Background: an optimization exercise with open tools, aiming at small area, a short achievable clock period and few clock cycles per item. Do not read the settings as production practice. No functional check of the RTL was part of any run shown here. Power and IR drop assume default switching activity.

===== design/flow/config.mk =====
export PLATFORM = sky130hd
export DESIGN_NAME = gs_swizzle_agu
export DESIGN_NICKNAME = gs_swizzle_agu
export VERILOG_FILES = /design/flow/design.v
export SDC_FILE = /design/flow/constraint.sdc
export NUM_CORES = 4
export LEC_CHECK = 0
export CAP_MARGIN = 20
export CORE_MARGIN = 2
export CORE_UTILIZATION = 40
export CTS_BUF_LIST = sky130_fd_sc_hd__clkbuf_4 sky130_fd_sc_hd__clkbuf_8
export CTS_CLUSTER_SIZE = 30
export SETUP_SLACK_MARGIN = 3.2
export SLEW_MARGIN = 20

===== design/flow/design.v =====
module gs_addr_calc (
    input  wire        f0,       
    input  wire        f1,       
    input  wire        f2,       
    input  wire        n0,       
    input  wire        n1,       
    input  wire        n2,
    input  wire [14:0] pg,
    input  wire [6:0]  x,
    input  wire [6:0]  y,
    input  wire        c,
    output wire [28:0] addr
);
    wire [28:0] a32 = {3'b000, pg, x[5], y[4], x[4], y[3], x[3], y[2], y[1], x[2], x[1], y[0], x[0]};
    wire [28:0] a8  = {1'b0, pg, x[6], y[5], x[5], y[4], x[4], y[3], y[2], c, x[1], y[0], x[0], x[3], y[1]};
    wire [28:0] a4  = {pg, y[6], x[6], y[5], x[5], y[4], y[3], y[2], c, x[1], y[0], x[0], x[4], x[3], y[1]};
    wire [28:0] s0 = {{15{~n0}}, {14{f0}}};
    wire [28:0] s1 = {{15{~n1}}, {14{f1}}};
    wire [28:0] s2 = {{15{~n2}}, {14{f2}}};
    assign addr = (s0 & a32) | (s1 & a8) | (s2 & a4);
endmodule
module gs_swizzle_agu (
    input  wire        clk,
    input  wire        rst,
    input  wire        cmd_valid,
    output wire        cmd_ready,
    input  wire [1:0]  cmd_fmt,
    input  wire [13:0] cmd_dbp,
    input  wire [5:0]  cmd_dbw,
    input  wire [10:0] cmd_x0,
    input  wire [10:0] cmd_y0,
    input  wire [11:0] cmd_w,
    input  wire [11:0] cmd_h,
    output reg         out_valid,
    input  wire        out_ready,
    output wire [28:0] out_addr,
    output wire        out_last
);
    reg        rdy;         
    reg        setup;       
    reg        f0, f1, f2;  
    reg        n0, n1, n2;  
    reg [5:0]  pw;          
    reg [11:0] w;
    reg [6:0]  x0l;         
    reg [6:0]  xl;          
    reg [6:0]  yl;          
    reg [11:0] cnt;         
    reg        re;          
    reg [11:0] rcnt;        
    reg        lr;          
    reg [14:0] pg;          
    reg [14:0] rb;          
    reg        xc;          
    reg [11:0] bo;          
    reg        sel;
    reg        s0;          
    reg        sl;          
    reg        cx;          
    assign cmd_ready = rdy;
    assign out_last  = re & lr;
    gs_addr_calc u_calc (
        .f0   (f0),
        .f1   (f1),
        .f2   (f2),
        .n0   (n0),
        .n1   (n1),
        .n2   (n2),
        .pg   (pg),
        .x    (xl),
        .y    (yl),
        .c    (cx),
        .addr (out_addr)
    );
    wire accept  = rdy & cmd_valid;
    wire advance = out_valid & out_ready;
    wire row_end = advance & re;
    wire xc_x0  = f0 ? (&x0l[5:0]) : (&x0l);
    wire xc_inc = ~xl[0] & (&xl[5:1]) & (f0 | xl[6]);
    wire yc_cur = (&yl[4:0]) & (f0 | (yl[5] & (f1 | yl[6])));
    wire yc_inc = ~yl[0] & (&yl[4:1]) & (f0 | (yl[5] & (f1 | yl[6])));
    wire [11:0] b      = bo & {12{sel}};
    wire [14:0] ag = rb & {3'd0, b};
    wire [14:0] ap = rb ^ {3'd0, b};
    wire [14:0] g1 = ag | (ap & {ag[13:0], 1'b0});
    wire [14:0] p1 = ap & {ap[13:0], 1'b0};
    wire [14:0] g2 = g1 | (p1 & {g1[12:0], 2'b0});
    wire [14:0] p2 = p1 & {p1[12:0], 2'b0};
    wire [14:0] g3 = g2 | (p2 & {g2[10:0], 4'b0});
    wire [14:0] p3 = p2 & {p2[10:0], 4'b0};
    wire [14:0] g4 = g3 | (p3 & {g3[6:0], 8'b0});
    wire [14:0] rb_sum = ap ^ {g4[13:0], 1'b0};
    wire [5:0] cmd_pw = (cmd_fmt == 2'd0) ? cmd_dbw : {1'b0, cmd_dbw[5:1]};
    wire       ne     = (cmd_w != 12'd0) && (cmd_h != 12'd0);
    wire       sy_nx = (xl[2:0] == 3'd1) ? cnt[0] :
                       (xl[2:0] == 3'd2) ? cnt[1] :
                       (xl[2:0] == 3'd3) ? cnt[2] :
                       (xl[2:0] == 3'd4) ? cnt[3] :
                       (xl[2:0] == 3'd5) ? cnt[4] : cnt[5];
    always @(posedge clk) begin
        if (rst) begin
            rdy       <= 1'b1;
            setup     <= 1'b0;
            out_valid <= 1'b0;
        end else if (accept) begin
            rdy   <= !ne;
            setup <= ne;
        end else if (setup) begin
            if (sl) begin
                setup     <= 1'b0;
                out_valid <= 1'b1;
            end
        end else if (row_end && lr) begin
            out_valid <= 1'b0;
            rdy       <= 1'b1;
        end
    end
    always @(posedge clk) begin
        if (rdy) begin
            f0  <= (cmd_fmt == 2'd0);
            f1  <= (cmd_fmt == 2'd1);
            f2  <= cmd_fmt[1];
            n0  <= (cmd_fmt != 2'd0);
            n1  <= (cmd_fmt != 2'd1);
            n2  <= ~cmd_fmt[1];
            pw  <= cmd_pw;
            w   <= cmd_w;
            x0l <= cmd_x0[6:0];
        end
    end
    wire [6:0] xl_inc = xl + 7'd1;
    wire first = setup & sl;                  
    wire rs    = first | (re & ~setup);       
    always @(posedge clk) begin
        s0 <= rdy;
        sl <= setup & (xl[2:0] == 3'd6);
        bo <= rdy ? {7'd0, (cmd_fmt == 2'd0) ? cmd_x0[10:6] : {1'b0, cmd_x0[10:7]}} :
              (setup & ~s0 & ~sl) ? {bo[10:0], 1'b0} : {6'd0, pw};
        if (rdy | setup | row_end)
            sel <= rdy | (setup & ~sl ? sy_nx : setup ? yc_cur : yc_inc);
    end
    always @(posedge clk)
        if (rdy | setup | row_end) rb <= rdy ? {1'b0, cmd_dbp} : rb_sum;
    wire ld = first | (advance & re);         
    wire [14:0] pg_nx = pg + {14'd0, advance & xc};
    always @(posedge clk)
        pg <= ld ? rb_sum : pg_nx;
    wire [6:0] xl_nx = xl + {6'd0, setup | advance};
    always @(posedge clk) begin
        xl <= rdy ? ((cmd_fmt == 2'd0) ? 7'd121 : (cmd_fmt == 2'd1) ? 7'd122 : 7'd123) :
              ld ? x0l : xl_nx;
        if (rdy | setup | advance)
            xc <= rs ? xc_x0 : xc_inc;
    end
    wire [6:0] yl_inc = yl + 7'd1;
    always @(posedge clk)
        yl <= rdy ? cmd_y0[6:0] : yl + {6'd0, advance & re};
    always @(posedge clk)
        if (setup | advance)
            cx <= rs ? (x0l[2] ^ (re & ~setup ? yl_inc[1] ^ yl_inc[2] : yl[1] ^ yl[2]))
                     : (xl_inc[2] ^ yl[1] ^ yl[2]);
    always @(posedge clk) begin
        cnt <= rdy ? {6'd0, cmd_y0[10:5]} : ld ? w : cnt - {11'd0, advance};
        if (rdy | first | advance)
            re <= rs ? (w == 12'd1) : (cnt == 12'd2);
    end
    always @(posedge clk) begin
        rcnt <= rdy ? cmd_h : rcnt - {11'd0, advance & re};
        if (rdy | row_end)
            lr <= rdy ? (cmd_h == 12'd1) : (rcnt == 12'd2);
    end
endmodule

===== design/flow/standard.sh =====
#!/bin/bash
# synth_recipe.tcl (not shown) runs the flow's synth.tcl, then flattens the netlist and writes it again
# the make line also repeats each setting of config.mk as NAME=value (left out here)
make -C /OpenROAD-flow-scripts/flow DESIGN_CONFIG=/design/flow/config.mk WORK_HOME=/design/flow/orfs CLKGATE_MAP_FILE= SYNTH_SCRIPT=/design/flow/synth_recipe.tcl "${@:-finish}"

===== design/flow/flow/run.sh =====
#!/bin/bash
export BUFFER_PORTS_ARGS="-buffer_cell sky130_fd_sc_hd__buf_1"
bash standard.sh > standard.log 2>&1

===== design/flow/constraint.sdc =====
create_clock -name core_clock -period 6.0 [get_ports {clk}]
set_input_delay 1.2000 -clock core_clock [delete_from_list [all_inputs] [get_ports {clk}]]
set_output_delay 1.2000 -clock core_clock [all_outputs]
set_load 0.01 [all_outputs]

==> flow_summary_export.csv, run 1 <==
group,metric,value,unit
timing,fin_crit,2.82,ns
placed_design,place_hpwl,11.9,mm
yosys,avgSynthCellArea,9.16,sq um
global_routing,grt_antenna_before_repair,0,
cells_and_area,final_common_cell,"buf_1",
global_routing,grt_max_degree,68,
cts,clk_pin_slew,0.07,ns
setup_path,worstSetupPathType,"reg2out",
setup_path,worst_ep_arrival_time,1.62,ns
pwr,ir_worst_vdd,0.000120,V
cts,cts_inserted_buffers,17,
yosys,syn_nets,826,
cells_and_area,nNetsFinal,929,
yosys,synth_cells,728,
timing,worst_slew_pin_slew,0.879,ns
global_routing,gr-total-overflow,0,
placed_design,place.gp.congestion,0.878,
timing,max_freq,355,MHz
timing,grt_setup_unrepaired,"true",
drt,drtPass1Iterations,5,
drt,drt_wl_total,16.7,mm
worst_hold_path,min_path_cells,1,
run,drv_cap,0,
floorplanning,die_area,0.0177,sq mm
yosys,synth_top_family_by_area,"simple AND/OR/NAND/NOR gates",
timing,slew_viol_final,0,
setup_path,r2r-start,"rdy$_SDFFE_PP1P_",
status,outcome,"finished clean",
cells_and_area,fin_cells,1063,
drt,vias_per_cell,5.27,
cts,insertion_delay,0.45,ns
cells_and_area,diodes,0,
timing,totalNegativeSetupSlack,0,ns
yosys,synth-warning-count,1,
drt,route.detailed.drc,0,
setup_path,reg2reg_depth,3,
global_routing,grt_pass1_vias,5366,
floorplanning,die_h,133,um
yosys,synth_cell_types,64,
yosys,syn-cell-area,0.00667,sq mm
cells_and_area,fin_util,46.7,%
setup_path,worstSetupEndpointType,"output port",
setup_path,startpoint_type,"flop",
drt,ant_nets,0,
global_routing,grt_use_total,19.2,%
pwr,p_leak,3.00,nW
cts,root_buffer,"clkbuf_8",
floorplanning,initial_core_util,40.5,%
setup_path,max_stage_delay,0.47,ns
floorplanning,dieWidth,133,um
drt,wire_per_inst,15.7,um
yosys,synth_edf_count,51,
floorplanning,io-pin-count,104,
floorplanning,core_area,0.0165,sq mm
worst_hold_path,min_from,"bo[6]$_SDFF_PP0_",
timing,period_share,46.9,%
setup_path,crit_required,4.80,ns
yosys,synth_flop_cell,"dfxtp_1",
yosys,ys_ff_latch,121,
setup_path,cp_slowest_cell,"edfxtp_1",
placed_design,io_buffers,103,
setup_path,path_cells,"or2_2, a22o_1, buf_1",
cells_and_area,area_delta_synth_final,15.4,%
pwr,power_density,266,mW/mm^2
cells_and_area,layout_common_cells,"buf_1 (102), nand2_1 (99), dfxtp_1 (69)",
cts,cts_hold_buf,0,
floorplanning,core.rowCount,47,
worst_hold_path,hp-class,"reg2reg",
placed_design,placed_area,0.00723,sq mm
yosys,synthArstFlopShare,0,%
placed_design,dpl.cell_count,1018,
yosys,synth-xor-area-share,6.30,%
yosys,synthMuxAreaShare,2.87,%
setup_path,crit_start,"f2$_DFFE_PP_",
cells_and_area,fin_area,0.00770,sq mm
yosys,synthSimpleGateAreaFrac,20.2,%
yosys,synth-seq-area-share,44.0,%
drt,drt_iter0_drc,421,
timing,skew,0.0155,ns
yosys,synth_compound_area_share,17.5,%
cts,tritoncts,"built",
global_routing,grt_pass1_wl,26.9,mm
setup_path,crit_path_max_fanout,5,
drt,vias,5601,
yosys,synthAdderAreaFrac,4.99,%
timing,relSlewSlack,41.3,%
cts,h-tree-depth,4,
timing,finalSetupViolCount,0,
timing,finalHoldViolCount,0,
cells_and_area,layout-drive-gt1-share,9.49,%
cts,clockBufferDepth,2,
pwr,totalPowerFinal,2.04,mW
cts,clkSinkCount,121,
==> report_power, final <==
group | internal (mW) | switching (mW)
Combinational | 0.161 | 0.208
Sequential | 0.937 | 0.0731
Clock | 0.342 | 0.322
Total | 1.44 | 0.603
==> critical path: cells and delay by family, from the launching register on <==
family | cells | cell delay, ns
flops | 1 | 0.47
buf+inv | 1 | 0.12
compound gates | 1 | 0.22
simple gates | 1 | 0.36
==> state kept, by name, indices dropped and copies added, names as in the netlist, 6 cells and up <==
name / count
w: 12
rb: 15
cnt: 12
bo: 12
pw: 6
xl: 7
rcnt: 12
x0l: 7
pg: 15
yl: 7
==> synthesized netlist by cell type (all sizes together) (16+ instances only) <==
library cell / number / share of area, %
nor2: 39 / 2.2
a21oi: 26 / 2.1
clkbuf: 30 / 1.7
nand3: 23 / 1.7
xor2: 16 / 2.1
inv: 34 / 1.9
and2: 18 / 1.7
o21ai: 55 / 4.2
o22ai: 17 / 1.6
ha: 25 / 4.7
xnor2: 32 / 4.2
edfxtp: 51 / 23
nand2: 100 / 5.7
dfxtp: 70 / 21
==> kinds of logic (layout without fill, tap and decap cells) <==
logic type,count (synthesis),count (layout)
xor gates and xnor gates,48,48
adders and majority gates,26,26
muxes,18,18
and+or+nand+nor,270,270
buffers and inverters,71,186
AOI/OAI and AO/OA,174,174
DFF,121,121
==> worst paths after layout <==
| path | endpoint | slack, ns |
|---|---|---|
| min | bo[7]$_SDFF_PP0_ | 0.48 |
| max | out_addr[12] | 3.18 |
| max reg2reg | rb[1]$_DFFE_PP_ | 3.38 |
| min reg2reg | bo[7]$_SDFF_PP0_ | 0.48 |
==> through the flow <==
stage	hold slack (ns)	setup slack (ns)
finish	0.481	3.18
floorplan	0.452	3.43
global placement	0.460	3.08
detailed placement	0.467	2.99
global route	0.505	3.07
CTS	0.484	3.16
==> final cells by class <==
type | count | area (sq um)
sequential | 121 | 2940
fill | 1664 | 8770
timing repair buffer | 121 | 532
inverter | 34 | 128
clock buffer | 20 | 269
multi-input combinational | 536 | 3480
tap | 220 | 275
clock inverter | 11 | 81.3
==> layer usage <==
layer,part of all wire (%),track usage (%)
met3,3.9,4.07
met4,1.4,5.56
met1,48,25.7
met2,47,31.5
met5,0,0
==> timing repair <==
| item | 4_1_cts | 5_1_grt |
|---|---|---|
| gates resized for setup | 1 | 3 |
| pin swaps | 3 | 1 |
| buffers inserted | 7 | 7 |
| endpoints found under the setup margin | 14 | 31 |
==> run 2, diff against run 1 <==
--- a/design/flow/config.mk
+++ b/design/flow/config.mk
@@ -10,5 +10,5 @@
 export CORE_UTILIZATION = 40
 export CTS_BUF_LIST = sky130_fd_sc_hd__clkbuf_4 sky130_fd_sc_hd__clkbuf_8
 export CTS_CLUSTER_SIZE = 30
-export SETUP_SLACK_MARGIN = 3.2
+export SETUP_SLACK_MARGIN = 3.1
 export SLEW_MARGIN = 20
==> flow_summary_export.csv, run 2 <==
group,metric,value,unit
pwr,power_density,266,mW/mm^2
yosys,synthTopCellsByArea,"edfxtp_1 (23%), dfxtp_1 (21%), nand2_1 (5.6%)",
cts,h-tree-depth,4,
timing,skew,0.0148,ns
yosys,yosysTopAreaCell,"edfxtp_1",
timing,relSlewSlack,40.7,%
drt,vias_per_cell,5.27,
drt,vias,5572,
placed_design,place_hpwl,11.9,mm
floorplanning,core_area,0.0165,sq mm
pwr,ir_worst_vdd,0.000119,V
setup_path,r2r-start,"rdy$_SDFFE_PP1P_",
cts,tritoncts,"built",
cells_and_area,multi_input_area,0.00348,sq mm
cells_and_area,area_delta_synth_final,14.8,%
global_routing,gr-total-overflow,0,
timing,slew_viol_final,0,
timing,fin_crit,2.81,ns
yosys,synth-seq-area-share,44.0,%
pwr,seq_power_share,49.6,%
cells_and_area,ff_latch_area,0.00294,sq mm
yosys,synth_edf_count,51,
yosys,synthTopCellsByCount,"nand2_1 (99), dfxtp_1 (70), edfxtp_1 (51), o21ai_0 (51), nor2_1 (38)",
cts,clockBufferDepth,2,
setup_path,r2r-end,"rb[1]$_DFFE_PP_",
timing,hold_slack,0.481,ns
cells_and_area,top_regs,"pg (15), rb (15)",
drt,route.detailed.drc,0,
cts,insertion_delay,0.44,ns
timing,max_freq,356,MHz
cells_and_area,nNetsFinal,924,
floorplanning,io-pin-count,104,
pwr,p_leak,2.98,nW
timing,fin_ws,3.19,ns
timing,grt_setup_unrepaired,"true",
floorplanning,core.rowCount,47,
pwr,internal-power,1.44,mW
timing,period_share,46.8,%
drt,drtPass1Iterations,8,
cts,clk_pin_slew,0.07,ns
pwr,p_clk_share,32.6,%
placed_design,io_buffers,103,
cells_and_area,fin_cells,1058,
drt,ant_nets,0,
setup_path,worstSetupPathType,"reg2out",
cts,clkSinkCount,121,
setup_path,crit_required,4.80,ns
yosys,syn-cell-area,0.00667,sq mm
cells_and_area,layout_common_cells,"buf_1 (101), nand2_1 (99), dfxtp_1 (69)",
floorplanning,initial_core_util,40.5,%
timing,totalNegativeSetupSlack,0,ns
cells_and_area,final_common_cell,"buf_1",
global_routing,grt_pass1_wl,26.9,mm
yosys,syn_nets,826,
timing,worst_slew_pin_slew,0.887,ns
global_routing,grt_antenna_before_repair,0,
setup_path,worst_ep_arrival_time,1.61,ns
setup_path,rrSetupSlack,3.39,ns
drt,drt_wl_total,16.6,mm
worst_hold_path,holdPathEnd,"bo[7]$_SDFF_PP0_",
yosys,synth_flop_cell,"dfxtp_1",
worst_hold_path,min_from,"bo[6]$_SDFF_PP0_",
yosys,synth-warning-count,1,
run,drv_cap,0,
yosys,avgSynthCellArea,9.16,sq um
setup_path,crit_path_max_fanout,5,
cells_and_area,layout-drive-gt1-share,9.07,%
cts,root_buffer,"clkbuf_8",
global_routing,grt_use_total,19.2,%
placed_design,dpl.cell_count,1018,
drt,drt_iter0_drc,465,
timing,finalSetupViolCount,0,
global_routing,grt_pass1_vias,5357,
cells_and_area,final.fill_count,1670,
worst_hold_path,hp-class,"reg2reg",
placed_design,place.gp.congestion,0.878,
yosys,synth_cell_types,64,
cts,cts_inserted_buffers,17,
pwr,netSwitchingPower,0.601,mW
placed_design,post-place-ws,2.99,ns
drt,wire_per_inst,15.7,um
yosys,ys_ff_latch,121,
pwr,switching_share,29.5,%
timing,finalHoldViolCount,0,
setup_path,reg2reg_depth,3,
yosys,yosysTopAreaCellShare,23.0,%
global_routing,grt_max_degree,68,
status,outcome,"finished clean",
floorplanning,die_area,0.0177,sq mm
setup_path,worstSetupEndpointType,"output port",
setup_path,startpoint_type,"flop",
yosys,synth_cells,728,
floorplanning,dieWidth,133,um
pwr,pwr-share-comb,17.8,%
yosys,post-synth-top-count-cell,"nand2_1",
cells_and_area,diodes,0,
floorplanning,die_h,133,um
yosys,synthArstFlopShare,0,%
worst_hold_path,min_path_cells,1,
==> run 2: cell types whose count changed in the layout (fill, tap and decap cells not counted) <==
cell      delta
buf_2        -1
buf_1        -1
buf_4        -3
buf_6        -1
clkbuf_2     +1
==> run 2: logic make-up after synthesis <==
kind of cell,count (synthesis),synth area share [%]
XOR/XNOR,48,6.30
adder cells (fa/ha/maj),26,4.99
buffers and inverters,71,4.13
AND/OR/NAND/NOR,270,20.2
flip-flops,121,44.0
multiplexers,18,2.87
AO/OA/AOI/OAI,174,17.5
==> run 2: metal layers <==
metal	part of all wire, %	track usage (%)	wire length [um]	up-vias
met1	48	25.7	7970	2593
met3	3.9	4.07	646	16
met2	47	31.4	7800	133
met4	1.3	5.56	221	0
li1	-	-	-	2830
met5	0	0	0	-
==> run 2: stage by stage <==
stage	utilization, %	total power [mW]	cell area (sq um)
floorplan	-	1.26	6670
global placement	43.9	1.38	7230
detailed placement	43.9	1.38	7230
CTS	46.4	2.05	7630
global route	46.5	2.14	7660
finish	46.5	2.04	7660
==> run 2: power groups by stage <==
stage | sequential, mW | clock, mW | combinational, mW
2_1_floorplan | 0.993 | 0 | 0.270
3_3_place_gp | 1.04 | 0 | 0.349
3_5_place_dp | 1.04 | 0 | 0.349
4_1_cts | 1.01 | 0.679 | 0.362
5_1_grt | 1.02 | 0.712 | 0.408
6_report | 1.01 | 0.664 | 0.363
==> run 2: repair_timing <==
item                       in CTS  in global routing
hold buffers                    0                  0
gates resized for setup         0                  4
hold endpoints to repair        0                  0
buffers inserted                7                  2
gates cloned                    0                  0
pin swaps                       0                  3
setup endpoints to repair      12                  6
==> run 2: layout make-up <==
cell class                 instances  share of cell area [%]
tap                              220                    3.59
inverter                          34                    1.67
clock inverter                    11                    1.06
sequential                       121                    38.3
multi-input combinational        536                    45.4
timing repair buffer             116                    6.45
clock buffer                      20                    3.51
==> run 2: worst max path at each step <==
stage / cells after the start / from / endpoint
floorplan: 9 / out_ready / pg[14]$_DFF_P_
global placement: 9 / out_ready / rcnt[10]$_DFF_P_
detailed placement: 9 / out_ready / rcnt[10]$_DFF_P_
CTS: 4 / f1$_DFFE_PP_ / out_addr[4]
global route: 4 / f1$_DFFE_PP_ / out_addr[2]
finish: 4 / f2$_DFFE_PP_ / out_addr[3]
==> run 2: worst max-delay path: stages, from the launching register on <==
cell and delay, ns:
edfxtp_1 0.46, buf_4 0.19, a222oi_1 0.32, inv_1 0.07, buf_1 0.13
==> run 3, diff against run 2 <==
--- a/design/flow/design.v
+++ b/design/flow/design.v
@@ -82,14 +82,25 @@
     wire [11:0] b      = bo & {12{sel}};
     wire [14:0] ag = rb & {3'd0, b};
     wire [14:0] ap = rb ^ {3'd0, b};
-    wire [14:0] g1 = ag | (ap & {ag[13:0], 1'b0});
-    wire [14:0] p1 = ap & {ap[13:0], 1'b0};
-    wire [14:0] g2 = g1 | (p1 & {g1[12:0], 2'b0});
-    wire [14:0] p2 = p1 & {p1[12:0], 2'b0};
-    wire [14:0] g3 = g2 | (p2 & {g2[10:0], 4'b0});
-    wire [14:0] p3 = p2 & {p2[10:0], 4'b0};
-    wire [14:0] g4 = g3 | (p3 & {g3[6:0], 8'b0});
-    wire [14:0] rb_sum = ap ^ {g4[13:0], 1'b0};
+    wire [14:0] sg [0:4];
+    wire [14:0] sp [0:4];
+    assign sg[0] = ag;
+    assign sp[0] = ap;
+    genvar sk, si;
+    generate
+        for (sk = 0; sk < 4; sk = sk + 1) begin : g_lvl
+            for (si = 0; si < 15; si = si + 1) begin : g_bit
+                if ((si >> sk) & 1) begin : g_op
+                    assign sg[sk+1][si] = sg[sk][si] | (sp[sk][si] & sg[sk][((si >> sk) << sk) - 1]);
+                    assign sp[sk+1][si] = sp[sk][si] & sp[sk][((si >> sk) << sk) - 1];
+                end else begin : g_pass
+                    assign sg[sk+1][si] = sg[sk][si];
+                    assign sp[sk+1][si] = sp[sk][si];
+                end
+            end
+        end
+    endgenerate
+    wire [14:0] rb_sum = ap ^ {sg[4][13:0], 1'b0};
     wire [5:0] cmd_pw = (cmd_fmt == 2'd0) ? cmd_dbw : {1'b0, cmd_dbw[5:1]};
     wire       ne     = (cmd_w != 12'd0) && (cmd_h != 12'd0);
     wire       sy_nx = (xl[2:0] == 3'd1) ? cnt[0] :
@@ -134,8 +145,9 @@
     always @(posedge clk) begin
         s0 <= rdy;
         sl <= setup & (xl[2:0] == 3'd6);
-        bo <= rdy ? {7'd0, (cmd_fmt == 2'd0) ? cmd_x0[10:6] : {1'b0, cmd_x0[10:7]}} :
-              (setup & ~s0 & ~sl) ? {bo[10:0], 1'b0} : {6'd0, pw};
+        if (rdy | setup)
+            bo <= rdy ? {7'd0, (cmd_fmt == 2'd0) ? cmd_x0[10:6] : {1'b0, cmd_x0[10:7]}} :
+                  (s0 | sl) ? {6'd0, pw} : {bo[10:0], 1'b0};
         if (rdy | setup | row_end)
             sel <= rdy | (setup & ~sl ? sy_nx : setup ? yc_cur : yc_inc);
     end
--- a/design/flow/config.mk
+++ b/design/flow/config.mk
@@ -10,5 +10,5 @@
 export CORE_UTILIZATION = 40
 export CTS_BUF_LIST = sky130_fd_sc_hd__clkbuf_4 sky130_fd_sc_hd__clkbuf_8
 export CTS_CLUSTER_SIZE = 30
-export SETUP_SLACK_MARGIN = 3.1
+export SETUP_SLACK_MARGIN = 3.2
 export SLEW_MARGIN = 20
==> flow_summary_export.csv, run 3 <==
group,metric,value,unit
status,outcome,"finished clean",
timing,finalHoldViolCount,0,
drt,wire_per_inst,16.3,um
setup_path,worstSetupEndpointType,"flop",
yosys,synth_cell_types,61,
yosys,synthTopCellsByCount,"nand2_1 (69), edfxtp_1 (63), dfxtp_1 (58)",
placed_design,placed_area,0.00716,sq mm
cells_and_area,ff_latch_area,0.00306,sq mm
pwr,p_leak,3.05,nW
cells_and_area,final_common_cell,"buf_1",
setup_path,crit_required,6.19,ns
global_routing,busiest_layer,"met2",
pwr,seq_power_share,47.1,%
pwr,ir_worst_vdd,0.000146,V
cells_and_area,nNetsFinal,887,
yosys,yosysTopAreaCellShare,28.8,%
cts,insertion_delay,0.45,ns
global_routing,grt_util_met1,24.6,%
floorplanning,dieWidth,132,um
setup_path,startpoint_type,"flop",
setup_path,worst_ep_arrival_time,3.06,ns
timing,relSlewSlack,47.3,%
floorplanning,core.rowCount,46,
cts,cts_hold_buf,0,
cells_and_area,diodes,0,
drt,route.detailed.drc,0,
global_routing,grt_use_total,19.1,%
global_routing,grt_antenna_before_repair,0,
cells_and_area,area_delta_synth_final,18.8,%
pwr,p_clk_share,32.4,%
yosys,synth_flop_cell,"edfxtp_1",
global_routing,gr-total-overflow,0,
pwr,netSwitchingPower,0.651,mW
yosys,synthTopCellsByArea,"edfxtp_1 (29%), dfxtp_1 (18%), xnor2_1 (4.7%)",
cells_and_area,layout-drive-gt1-share,13.1,%
cts,clk_pin_slew,0.07,ns
drt,drt_iter0_drc,336,
floorplanning,die_h,132,um
pwr,switching_share,29.3,%
cts,tritoncts,"built",
drt,vias_per_cell,5.35,
timing,period_share,47.9,%
timing,totalNegativeSetupSlack,0,ns
floorplanning,die_area,0.0175,sq mm
cells_and_area,fin_cells,1016,
yosys,synthArstFlopShare,0,%
pwr,internal-power,1.57,mW
floorplanning,initial_core_util,41.1,%
cells_and_area,fin_area,0.00781,sq mm
yosys,post-synth-top-count-cell,"nand2_1",
cells_and_area,top_regs,"pg (15), rb (15)",
yosys,syn-cell-area,0.00657,sq mm
timing,slew_viol_final,0,
timing,fin_crit,2.87,ns
yosys,syn_nets,770,
yosys,synth-warning-count,1,
yosys,synth_edf_count,63,
placed_design,dpl.cell_count,960,
setup_path,worstSetupPathType,"reg2reg",
placed_design,place_hpwl,11.8,mm
yosys,ys_ff_latch,121,
timing,max_freq,348,MHz
floorplanning,io-pin-count,104,
placed_design,place.gp.congestion,0.872,
pwr,power_density,284,mW/mm^2
global_routing,use_met3,4.58,%
yosys,synth_cells,670,
floorplanning,core_area,0.0160,sq mm
timing,worst_slew_pin_slew,0.789,ns
drt,drtPass1Iterations,5,
yosys,yosysTopAreaCell,"edfxtp_1",
global_routing,grt_pass1_wl,26.6,mm
cells_and_area,layout_common_cells,"buf_1 (98), nand2_1 (69), edfxtp_1 (63)",
cells_and_area,multi_input_area,0.00331,sq mm
cells_and_area,final.fill_count,1580,
timing,skew,0.0164,ns
drt,vias,5432,
run,drv_cap,0,
placed_design,io_buffers,103,
yosys,avgSynthCellArea,9.81,sq um
drt,drt_wl_total,16.6,mm
cts,h-tree-depth,4,
cts,clkSinkCount,121,
timing,grt_setup_unrepaired,"true",
yosys,synth-seq-area-share,46.4,%
drt,ant_nets,0,
cts,clockBufferDepth,2,
global_routing,use_met2,31.2,%
global_routing,grt_pass1_vias,5418,
pwr,pwr-share-comb,20.6,%
global_routing,grt_max_degree,68,
setup_path,crit_path_max_fanout,6,
cts,root_buffer,"clkbuf_8",
timing,finalSetupViolCount,0,
cts,cts_inserted_buffers,17,
worst_hold_path,hp-class,"reg2reg",
run 3: changes by cell type after synthesis, moves of 12 or more:
cell,change
nand2_1,-30
dfxtp_1,-12
o21ai_0,-12
edfxtp_1,+12
run 3: cells by family after synthesis:
family                     synth area share (%)
adders and majority gates                  5.79
and+or+nand+nor                            17.1
muxes                                      3.79
xor gates and xnor gates                   6.66
DFF                                        46.4
AOI/OAI and AO/OA                          16.2
buffers and inverters                      4.02
run 3: area by class of cell:
type / count / share of cell area [%]
multi-input cells: 479 / 42.4
flip-flops and latches: 121 / 39.1
repair buffers: 130 / 8.10
clock buffers: 25 / 4.16
well taps: 216 / 3.46
inverters: 37 / 1.83
clock inverters: 7 / 0.865
repair inverters: 1 / 0.0641
run 3: power by group through the flow:
stage / logic (mW) / registers (mW) / clock network (mW)
after floorplan: 0.304 / 1.02 / 0
after global placement: 0.397 / 1.06 / 0
after detailed placement: 0.404 / 1.07 / 0
after CTS: 0.434 / 1.04 / 0.737
after global routing: 0.505 / 1.06 / 0.775
final: 0.456 / 1.04 / 0.718
run 3: repair_timing:
action,CTS,global route
endpoints found under the setup margin,22,37
hold endpoints to repair,0,0
pin swaps,7,8
gates resized for setup,4,18
cloned,0,1
setup buffers,14,9
run 3: metrics by stage:
step	setup WS (ns)	total power, mW	hold slack [ns]	util, %
floorplan	3.09	1.33	0.474	-
global placement	3.00	1.46	0.491	44.7
detailed placement	2.94	1.47	0.514	44.7
CTS	3.13	2.21	0.524	48.0
global route	3.01	2.34	0.557	48.8
finish	3.13	2.22	0.525	48.8
run 3: critical path: stages (launching register included):
cell      delay, ns
edfxtp_1       0.41
buf_4          0.17
and2_1         0.15
fa_2           0.39
a211oi_2       0.22
o21ai_2        0.10
a21o_1         0.20
a21o_1         0.18
fa_2           0.34
xor2_1         0.18
mux2_2         0.26
run 3: per-layer routing:
metal | vias to the layer above | wire, um
met3 | 26 | 899
met2 | 175 | 7810
met5 | - | 0
met1 | 2553 | 7540
li1 | 2678 | -
met4 | 0 | 347
run 3: final timing paths:
path / cells past startpoint / start / endpoint / slack [ns]
worst min register to register: 2 / rcnt[3]$_DFF_P_ / rcnt[3]$_DFF_P_ / 0.52
worst max register to register: 10 / sel$_DFFE_PP_ / rb[9]$_DFFE_PP_ / 3.13
worst min-delay path: 2 / rcnt[3]$_DFF_P_ / rcnt[3]$_DFF_P_ / 0.52
worst max-delay path: 10 / sel$_DFFE_PP_ / rb[9]$_DFFE_PP_ / 3.13

afterwards: timing with drivers on the ports:
Ports are ideal in the flow. The routed layouts listed here were re-timed in OpenROAD. Step 1, drivers: a clkbuf_16 drives clk and a buf_2 each remaining input, both assumed. Step 2, shift: input delay + t, output delay - t, t = (earliest + latest rising clock arrival at the registers) / 2. This alone moves slack from input paths to output paths. Three values: no drivers, after step 1, after step 2; two values: the first two.
run | shift t [ns] | slack for setup (ns) | hold slack, ns | clock arrival spread, ns | worst slew at a driven data input, ns
run 1 | 0.475 | 3.185 / 3.148 / 2.976 | 0.481 / 0.481 / 0.481 | 0.018 / 0.017 | 0.05
run 2 | 0.472 | 3.193 / 3.157 / 2.976 | 0.481 / 0.481 / 0.481 | 0.016 / 0.016 | 0.05
run 3 | 0.477 | 3.129 / 3.101 / 2.911 | 0.525 / 0.525 / 0.525 | 0.017 / 0.017 | 0.05
After both steps every run listed still meets setup and hold. For run 3, which loses most, drivers alone change the setup slack by -0.028 ns; drivers and shift together by -0.218 ns.
